Background: an optimization exercise with open tools, aiming at small area, a short achievable clock period and few clock cycles. Do not read the settings as production practice. At most, simulation tests tie the RTL to the original design; equivalence was not proved. No activity file was given, so power comes from the tool's default toggle rates.

// sprite_render
module sprite_render (
    input  wire        clk,
    input  wire        rst,
    input  wire        start,
    output wire        busy,
    output reg         done,
    input  wire [2:0]  cfg_grid_w_m1,    
    input  wire [2:0]  cfg_grid_h_m1,    
    input  wire [2:0]  cfg_fb_tx_m1,     
    input  wire [2:0]  cfg_fb_ty_m1,     
    input  wire        cfg_gated,        
    input  wire [10:0] cfg_spr_off,      
    input  wire [10:0] cfg_anim_off,     
    output reg         tbl_re,
    output reg         tbl_we,
    output reg  [10:0] tbl_addr,
    output reg  [7:0]  tbl_wdata,
    input  wire [7:0]  tbl_rdata,
    output reg         def_re,
    output reg  [13:0] def_addr,
    input  wire [7:0]  def_rdata,
    output reg         fb_we,
    output reg  [11:0] fb_addr,
    output reg  [7:0]  fb_wdata
);
    reg busy_r;
    assign busy = busy_r;
    wire accept = start && !busy_r;
  ...
For scale: about 720 cells after synthesis, ~150 flip-flops, roughly 110 I/O pins, roughly 7800 µm² of cells after synthesis.
Settings: LEC_CHECK=0, CAP_MARGIN=20, CORE_MARGIN=2, CORE_UTILIZATION=60, CTS_BUF_LIST=sky130_fd_sc_hd__clkbuf_4 sky130_fd_sc_hd__clkbuf_8, SETUP_SLACK_MARGIN=4, SLEW_MARGIN=20; clock period 6.5 ns.
standard.sh (not shown) runs the stock make flow with config.mk's settings and CLKGATE_MAP_FILE= SYNTH_SCRIPT=/design/flow/synth_recipe.tcl, a recipe that flattens the netlist after the stock synthesis.
==> flow/flow/run.sh <==
#!/bin/bash
# Standard layout, with plain buffers (buf_1) on the ports instead of the
# resizer's default choice. Every tool's output goes to flow.log here, and
# ORFS keeps each step's log under orfs/logs/.
set -euo pipefail
export BUFFER_PORTS_ARGS="-buffer_cell sky130_fd_sc_hd__buf_1"
bash standard.sh > flow.log 2>&1
Testbench counts at the start, summed over its fixed seeds: cycles 95,757.
==> next run, changes <==
--- a/flow/design.v
+++ b/flow/design.v
@@ -44,43 +44,43 @@
     localparam T_WE    = 4'd15;   
     reg [3:0]  tstate;
     reg        te_fin;       
     reg [10:0] ea;           
     reg [2:0]  tcol, trow;   
     reg [5:0]  trb;          
     reg        r_gated;      
     reg [9:0]  r_a;          
     reg [7:0]  r_spr;        
-    reg [7:0]  r_k;          
+    reg [5:0]  r_k;          
     reg        r_ge;         
     reg        rec_valid;    
     wire t_wrap = (tcol == cfg_grid_w_m1);
     wire t_last = t_wrap && (trow == cfg_grid_h_m1);
     wire        two   = (tstate == T_WE);
     wire [10:0] a_inc = {tbl_addr[10:1] + {9'd0, two | tbl_addr[0]}, tbl_addr[0] ^ ~two};
     wire [10:0] a_d   = tbl_addr + {1'b0, r_a} + {10'd0, r_gated && tstate == T_CD};
     wire        fc_ge = (tbl_rdata >= tbl_wdata);
     reg        pe_fin;       
     reg        v1;           
-    reg [2:0]  p_xo, p_yo;   
-    reg        p_clipx, p_clipy;
+    reg [2:0]  p_xo;         
+    reg        p_clipx;
+    reg [2:0]  p_rhi;        
     reg [5:0]  p_row;        
     reg        p_last;       
     reg        p_wrap;       
     reg [2:0]  p_hi;         
     reg [3:0]  p_py;         
     reg [11:0] fb_a1;        
     wire [2:0] rr = def_addr[5:3];
     wire [2:0] cc = def_addr[2:0];
     wire [2:0] chi = p_clipx ? ~p_xo : 3'd7;
-    wire [2:0] rhi = p_clipy ? ~p_yo : 3'd7;
     wire       row_end  = (cc == p_hi);
-    wire       tile_end = row_end && (rr == rhi);
+    wire       tile_end = row_end && (rr == p_rhi);
     wire       take = rec_valid && (!def_re || tile_end);
     wire [3:0] px = {1'b0, p_xo} + {1'b0, cc};
     wire [3:0] py = p_py;
     wire [2:0] n_xo  = r_k[2:0];
     wire [2:0] n_yo  = r_k[5:3];
     wire [4:0] r_dy  = {1'b0, p_py} + 5'd1 - {2'b00, n_yo};   
     wire       r_cov = rec_valid && !r_dy[4] && !r_dy[3] && (n_xo < p_xo);
     wire [2:0] r_cut = n_xo + ~p_xo;                        
     wire [2:0] hi1   = p_wrap ? chi : (r_cov ? r_cut : 3'd7);
@@ -174,23 +174,25 @@
                 r_spr    <= tbl_rdata;
                 tbl_addr <= a_d;
             end
             T_RN:  tbl_addr <= a_inc;
             T_RK: begin
                 tbl_wdata <= tbl_rdata;            
                 tbl_addr  <= a_inc;
             end
             T_CK: begin
-                r_k      <= tbl_rdata;
+                r_k      <= tbl_rdata[5:0];
+                r_spr    <= r_spr + {6'd0, tbl_rdata[7:6]};
                 tbl_addr <= ea;
             end
             T_RSP: begin
-                r_k      <= tbl_rdata;
+                r_k      <= tbl_rdata[5:0];
+                r_spr    <= r_spr + {6'd0, tbl_rdata[7:6]};
                 tbl_addr <= a_inc;
             end
             T_RFC: tbl_wdata <= tbl_rdata;         
             T_CFC: begin
                 r_ge      <= fc_ge;
                 tbl_wdata <= fc_ge ? 8'd0 : tbl_rdata + 8'd1;
             end
             T_WFC: tbl_addr <= r_ge ? cfg_anim_off : ea;
             T_RD:  tbl_addr <= a_d;
@@ -208,24 +210,23 @@
                         trb  <= trb + {3'd0, cfg_fb_tx_m1} + 6'd1;
                     end else begin
                         tcol <= tcol + 3'd1;
                     end
                 end
             end
             default: ;
         endcase
         if (take) begin
-            def_addr <= {r_spr + {6'd0, r_k[7:6]}, 6'd0};
+            def_addr <= {r_spr, 6'd0};
             p_xo     <= r_k[2:0];
-            p_yo     <= r_k[5:3];
             p_py     <= {1'b0, r_k[5:3]};
             p_clipx  <= (tcol == cfg_fb_tx_m1);
-            p_clipy  <= (trow == cfg_fb_ty_m1);
+            p_rhi    <= (trow == cfg_fb_ty_m1) ? ~r_k[5:3] : 3'd7;
             p_last   <= t_last;
             p_wrap   <= t_wrap;
             p_hi     <= (tcol == cfg_fb_tx_m1) ? ~r_k[2:0] : 3'd7;
             p_row    <= trb + {3'd0, tcol};
         end else if (row_end) begin
             def_addr[5:0] <= {rr + 3'd1, 3'd0};
             p_hi          <= hi1;
             p_py          <= p_py + 4'd1;
             if (py[2:0] == 3'd7)
Effect: The changed run finished with timing, DRC and antenna clean; routed wire length climbs by 3.9%; total power climbs by 8.4%; die area drops by 1.9%; area after synthesis drops by 1.9%; cell area is about the same; hold slack is about the same; global-route usage climbs by 1.8 points; register-to-register slack gets worse by 220 ps.
No functional check of the RTL was part of the second run of this note.

static timing again, ports no longer ideal:
Ports are ideal in the flow. The routed layouts listed here were re-timed in OpenROAD.
Step 1: set_driving_cell puts a clkbuf_16 on clk and a buf_2 on each other input, an assumption about the parent block.
Step 2, shift: input delay + t, output delay - t, t = (earliest + latest rising clock arrival at the registers) / 2. This alone moves slack from input paths to output paths.
a / b / c = no drivers / after step 1 / after step 2; a / b = the first two.
| run | t, ns | setup slack, ns | latest minus earliest clock arrival (ns) | slew at the worst register clock pin (ns) | cell pins on the clock port's net |
|---|---|---|---|---|---|
| the first run | 0.480 | 4.035 / 4.001 / 3.565 | 0.020 / 0.019 | 0.10 / 0.10 | 1 |
| the second run | 0.496 | 3.815 / 3.815 / 3.419 | 0.020 / 0.019 | 0.10 / 0.10 | 1 |
After both steps every run listed still meets setup and hold. For the first run, which loses most, drivers alone change the setup slack by -0.034 ns; drivers and shift together by -0.470 ns.
